Source: an optimization exercise on an open RTL-to-GDS flow (aim: small area). Production flows keep margins and buffers that such runs may drop. Function was checked by simulation only, so behaviour that the tests miss may differ from the original. No driver is modelled on the clock port, so clocking that relies on it looks cheaper here than on a real chip. No activity file was given, so power comes from the tool's default toggle rates.

## onewire_slave
module onewire_slave (
    input  wire        clk,
    input  wire        rst_n,
    input  wire        dq_in,
    input  wire [63:0] rom_id,
    input  wire [7:0]  mem_rdata,
    input  wire        op_done,
    input  wire        isig_clr,
    output reg         dq_pd,
    output wire [4:0]  mem_addr,
    output wire        mem_rd,
    output wire        mem_we,
    output wire [7:0]  mem_wdata,
    output wire        op_req,
    output wire [7:0]  op_code,
    output wire        bus_reset,
    output reg  [7:0]  isig_cnt
);
Size in the first run: ~490 cells after synthesis, about 3700 sq um of cells after synthesis.
export LEC_CHECK = 0
export CAP_MARGIN = 20
export CORE_MARGIN = 2
export CORE_UTILIZATION = 40
export SLEW_MARGIN = 20
create_clock -name core_clock -period 10.0 [get_ports {clk}]
standard.sh (not shown) runs the stock make flow with config.mk's settings and CLKGATE_MAP_FILE= SYNTH_SCRIPT=/design/flow/synth_recipe.tcl, a recipe that flattens the netlist after the stock synthesis.
==> flow/flow/run.sh <==
#!/bin/bash
# Standard ORFS layout (the standard.sh) with three changes:
#  - synthesis maps the logic with ABC's area-oriented script in
#    flow/abc_area.script (deep AIG optimisation, then area mapping); the
#    flip-flops are mapped before ABC runs, exactly as in the standard flow
#  - the port buffers are the smallest buffer cell
#  - clock-tree synthesis uses a clkbuf_8 root, clkbuf_2 leaves and no
#    dummy loads
set -euo pipefail
rm -rf scripts_area
cp -r "$FLOW_HOME/scripts" scripts_area
cp flow/abc_area.script scripts_area/abc_area.script
bash standard.sh \
  "SCRIPTS_DIR=$PWD/scripts_area" \
  "ABC_AREA=1" \
  "BUFFER_PORTS_ARGS=-buffer_cell sky130_fd_sc_hd__buf_1" \
  "CTS_ARGS=-sink_clustering_enable -dont_use_dummy_load -root_buf sky130_fd_sc_hd__clkbuf_8 -buf_list sky130_fd_sc_hd__clkbuf_2" \
  finish > standard_flow.log 2>&1
==> flow/flow/abc_area.script <==
strash
&get -n
&fraig -x
&deepsyn -I 1 -J 50
&put
dch -f
amap -F 4 -A 4
strash
dch -f
amap -F 4 -A 4
The first run finished with timing, DRC and antenna clean.
Rerun with:
==> flow/flow/run.sh (replaced) <==
#!/bin/bash
# Standard ORFS layout (the standard.sh), with the port buffers made of
# the smallest buffer cell and a clock tree of few large buffers.
set -euo pipefail
bash standard.sh \
  "BUFFER_PORTS_ARGS=-buffer_cell sky130_fd_sc_hd__buf_1" \
  "CTS_ARGS=-sink_clustering_enable -repair_clock_nets -dont_use_dummy_load -buf_list sky130_fd_sc_hd__clkbuf_16 -sink_clustering_size 64 -sink_clustering_max_diameter 400" \
  finish > standard_flow.log 2>&1
removed: flow/flow/abc_area.script
What happened: The new run ran to the end with no violations; synthesized area climbs by 26%; synthesized cell count rose by 7.3%; hold slack is better by 0.0035 ns; final area rose by 23%; setup slack gains 0.53 ns; first-iteration DRC count increases by 21%; die area went up by 25%; via count came out higher by 12%.
Rerun with:
==> flow/flow/run.sh (replaced) <==
#!/bin/bash
# Standard ORFS layout (the standard.sh) with three changes:
#  - synthesis maps the logic with ABC's area-oriented script in
#    flow/abc_area.script (deep AIG optimisation, then area mapping); the
#    flip-flops are mapped before ABC runs, exactly as in the standard flow
#  - the port buffers are the smallest buffer cell
#  - clock-tree synthesis uses clkbuf_8 and no dummy loads
set -euo pipefail
rm -rf scripts_area
cp -r "$FLOW_HOME/scripts" scripts_area
cp flow/abc_area.script scripts_area/abc_area.script
bash standard.sh \
  "SCRIPTS_DIR=$PWD/scripts_area" \
  "ABC_AREA=1" \
  "BUFFER_PORTS_ARGS=-buffer_cell sky130_fd_sc_hd__buf_1" \
  "CTS_ARGS=-sink_clustering_enable -repair_clock_nets -dont_use_dummy_load -buf_list sky130_fd_sc_hd__clkbuf_8 -sink_buffer_max_cap_derate 1.0" \
  finish > standard_flow.log 2>&1
==> flow/flow/abc_area.script (new file) <==
strash
&get -n
&fraig -x
&deepsyn -I 1 -J 50
&put
dch -f
amap
Worst setup slack degrades by 0.22 ns.
Global-route usage grows by 1.2 points.
Area after synthesis is lower by 20%.
Die area goes down by 19%.
Sequential power climbs by 12%.
Cell area goes down by 18%.
Hold slack degrades by 0.0051 ns.
Power rises by 18%.
First-iteration DRC count decreases by 23%.
Rerun with:
==> flow/flow/run.sh (replaced) <==
#!/bin/bash
# Standard ORFS layout (the standard.sh), with the port buffers made of
# the smallest buffer cell and a clock tree of few large buffers.
set -euo pipefail
bash standard.sh \
  "BUFFER_PORTS_ARGS=-buffer_cell sky130_fd_sc_hd__buf_1" \
  "CTS_ARGS=-repair_clock_nets -dont_use_dummy_load -buf_list sky130_fd_sc_hd__clkbuf_16" \
  finish > standard_flow.log 2>&1
removed: flow/flow/abc_area.script
After rerunning: The new run completed with no timing, DRC or antenna violations. Sequential cell count is unchanged. Core utilization goes down by 1.1 points. Cell area goes up by 21%.

## v18
Starting RTL as in the previous note.
clock: 10.0 ns
lec_check: 0
cap_margin: 20
core_margin: 2
core_utilization: 40
slew_margin: 20
==> flow/flow/run.sh <==
#!/bin/bash
# Standard ORFS layout (the standard.sh) with three changes:
#  - synthesis maps the logic with ABC's area-oriented script in
#    flow/abc_area.script (deep AIG optimisation, then area mapping); the
#    flip-flops are mapped before ABC runs, exactly as in the standard flow
#  - the port buffers are the smallest buffer cell
#  - clock-tree synthesis uses clkbuf_8 and no dummy loads
set -euo pipefail
rm -rf scripts_area
cp -r "$FLOW_HOME/scripts" scripts_area
cp flow/abc_area.script scripts_area/abc_area.script
bash standard.sh \
  "SCRIPTS_DIR=$PWD/scripts_area" \
  "ABC_AREA=1" \
  "BUFFER_PORTS_ARGS=-buffer_cell sky130_fd_sc_hd__buf_1" \
  "CTS_ARGS=-sink_clustering_enable -repair_clock_nets -dont_use_dummy_load -root_buf sky130_fd_sc_hd__clkbuf_8 -buf_list sky130_fd_sc_hd__clkbuf_4" \
  finish > standard_flow.log 2>&1
==> flow/flow/abc_area.script <==
strash
&get -n
&fraig -x
&deepsyn -I 1 -J 50
&put
dch -f
amap
[inputs] v29 vs v18
--- a/flow/flow/run.sh
+++ b/flow/flow/run.sh
@@ -15,3 +15,3 @@
   "BUFFER_PORTS_ARGS=-buffer_cell sky130_fd_sc_hd__buf_1" \
-  "CTS_ARGS=-sink_clustering_enable -repair_clock_nets -dont_use_dummy_load -root_buf sky130_fd_sc_hd__clkbuf_8 -buf_list sky130_fd_sc_hd__clkbuf_4" \
+  "CTS_ARGS=-sink_clustering_enable -repair_clock_nets -dont_use_dummy_load -buf_list sky130_fd_sc_hd__clkbuf_8" \
   finish > standard_flow.log 2>&1
Results
Reported for v18 and v29, detailed-route vias per instance turned out identical to the last digit. Reported for v18 and v29, clock buffer instance count of the final layout turned out identical to the last digit. Reported for v18 and v29, non-clock buffer count turned out identical to the last digit. Reported for v18 and v29, final wirelength turned out identical to the last digit. Sequential group power delta (v29 -> v18): insignificant. The combinational power on v29 is in line with that on v18. Delay of the slowest critical-path stage across v18 and v29: no real change. v29 against v18: share of the final layout cell area in sequential cells flat; number of buffers created by CTS barely changed. Re synthesized cell count: no difference whatsoever between v29 and v18.
What v57 does differently from v29 at the input level:
--- a/flow/flow/run.sh
+++ b/flow/flow/run.sh
@@ -1,3 +1,3 @@
 #!/bin/bash
-# Standard ORFS layout (the standard.sh) with three changes:
+# Standard ORFS layout (the standard.sh) with these changes:
 #  - synthesis maps the logic with ABC's area-oriented script in
@@ -6,3 +6,7 @@
 #  - the port buffers are the smallest buffer cell
-#  - clock-tree synthesis uses clkbuf_8 and no dummy loads
+#  - clock-tree synthesis uses no dummy loads, and flow/cts_shrink.tcl then
+#    sizes the leaf clock buffers that drive few flip-flops down to
+#    clkbuf_4 where the clock-pin slews stay well inside the limit
+# Each tool's full output is in standard_flow.log and in ORFS's own logs
+# under orfs/logs.
 set -euo pipefail
@@ -16,2 +20,3 @@
   "CTS_ARGS=-sink_clustering_enable -repair_clock_nets -dont_use_dummy_load -buf_list sky130_fd_sc_hd__clkbuf_8" \
+  "POST_CTS_TCL=$PWD/flow/cts_shrink.tcl" \
   finish > standard_flow.log 2>&1
==> flow/flow/abc_area.script <==
strash
&get -n
&fraig -x
&deepsyn -I 1 -J 50
&put
dch -f
amap -F 4 -A 4
strash
dch -f
amap -F 4 -A 4
==> flow/flow/cts_shrink.tcl (new file) <==
proc cts_leaf_slew { inst } {
  set worst 0.0
  set onet [[$inst findITerm X] getNet]
  foreach it [$onet getITerms] {
    if { [[$it getInst] getId] == [$inst getId] } { continue }
    set pin [get_pins [[$it getInst] getName]/[[$it getMTerm] getName]]
    foreach prop {slew_max_rise slew_max_fall} {
      set s [get_property $pin $prop]
      if { $s > $worst } { set worst $s }
    }
  }
  return $worst
}
proc cts_leaf_sinks { inst } {
  set n 0
  set onet [[$inst findITerm X] getNet]
  foreach it [$onet getITerms] {
    if { [[$it getInst] getId] != [$inst getId] } { incr n }
  }
  return $n
}
set cts_block [ord::get_db_block]
foreach inst [$cts_block getInsts] {
  set name [$inst getName]
  if { ![string match "clkbuf_*__f_clk" $name] } { continue }
  set orig [[$inst getMaster] getName]
  if { $orig ne "sky130_fd_sc_hd__clkbuf_8" } { continue }
  set n [cts_leaf_sinks $inst]
  if { $n > 10 } { continue }
  replace_cell $name sky130_fd_sc_hd__clkbuf_4
  estimate_parasitics -placement
  set w [cts_leaf_slew $inst]
  if { $w > 0.110 } {
    replace_cell $name $orig
    estimate_parasitics -placement
  }
  puts "cts_shrink: $name ($n sinks) -> [[$inst getMaster] getName], estimated slew [format %.3f $w] ns"
}
detailed_placement
estimate_parasitics -placement
v57 finished every stage and its layout cleared the timing, design-rule and antenna checks. Changes observed in v57 relative to v29: number of cells on the critical path picked up an extra 2; horizontal die dimension decreased about 0.8%; power dissipated by switching net loads moved down. v57 reports a lower area added between synthesis and finish than v29 does. Worst reg2reg path depth: v57 > v29. Between v29 and v57, the routed wire length on met2 is lower for v57. Diff v29 -> v57: post-synthesis cell count fell about 4%, total power per unit cell area fell 1.1 nW/um^2.
> inputs changed (v57 -> v22)
==> flow/flow/run.sh <==
#!/bin/bash
# Standard ORFS layout (the standard.sh) with three changes:
#  - synthesis maps the logic with ABC's area-oriented script in
#    flow/abc_area.script (deep AIG optimisation, then area mapping); the
#    flip-flops are mapped before ABC runs, exactly as in the standard flow
#  - the port buffers are the smallest buffer cell
#  - clock-tree synthesis uses clkbuf_8 and no dummy loads
set -euo pipefail
rm -rf scripts_area
cp -r "$FLOW_HOME/scripts" scripts_area
cp flow/abc_area.script scripts_area/abc_area.script
bash standard.sh \
  "SCRIPTS_DIR=$PWD/scripts_area" \
  "ABC_AREA=1" \
  "BUFFER_PORTS_ARGS=-buffer_cell sky130_fd_sc_hd__buf_1" \
  "CTS_ARGS=-sink_clustering_enable -repair_clock_nets -dont_use_dummy_load -root_buf sky130_fd_sc_hd__clkbuf_8 -buf_list sky130_fd_sc_hd__clkbuf_2" \
  finish > standard_flow.log 2>&1
==> flow/flow/abc_area.script <==
strash
&get -n
&fraig -x
&deepsyn -I 1 -J 50
&put
dch -f
amap
removed: flow/flow/cts_shrink.tcl
### Flow results
v57 has a lower growth of design area from synthesis to finish than v22.
On tightest hold margin, v22 does worse than v57.
Of v57 and v22, the lower fmax belongs to v57.
v22 vs v57: average routed wire per standard cell down
Comparing v57 and v22, the lower critical path arrival is on v22.
Switching component of the power, v57 and v22: higher on v22
For v57, the worst-path cell with the longest stage delay was sky130_fd_sc_hd__or4_1, unlike v22, where it was sky130_fd_sc_hd__nor3_1.
From v22 to v57, number of well-tap cells placed did not move at all.

-- afterwards: timing with drivers on the ports --
The flow's constraints put no driver on any port. The routed layouts listed below were extracted and timed again, unchanged, in two steps.
Step 1 assumes that a clkbuf_16 drives the clock port and a buf_2 every other input.
Step 2, shift: input delay + t, output delay - t, t = (earliest + latest rising clock arrival at the registers) / 2. This alone moves slack from input paths to output paths.
Slacks: ideal / step 1 / step 2; pairs: ideal / step 1.
| run | t, ns | setup WS [ns] | latest minus earliest clock arrival (ns) | worst slew at a driven data input, ns |
|---|---|---|---|---|
| the first run of note 1 | 0.361 | 3.238 / 3.209 / 3.209 | 0.029 / 0.030 | 0.04 |
| the second run of note 1 | 0.365 | 3.770 / 3.748 / 3.748 | 0.010 / 0.010 | 0.04 |
| the third run of note 1 | 0.366 | 3.546 / 3.517 / 3.517 | 0.028 / 0.029 | 0.05 |
| the fourth run of note 1 | 0.365 | 3.770 / 3.748 / 3.748 | 0.010 / 0.010 | 0.04 |
| v18 | 0.366 | 3.546 / 3.517 / 3.517 | 0.028 / 0.029 | 0.05 |
| v29 | 0.366 | 3.546 / 3.517 / 3.517 | 0.028 / 0.029 | 0.05 |
| v57 | 0.359 | 3.240 / 3.211 / 3.211 | 0.029 / 0.029 | 0.04 |
| v22 | 0.366 | 3.546 / 3.517 / 3.517 | 0.028 / 0.029 | 0.05 |
After both steps every run listed still meets setup and hold.
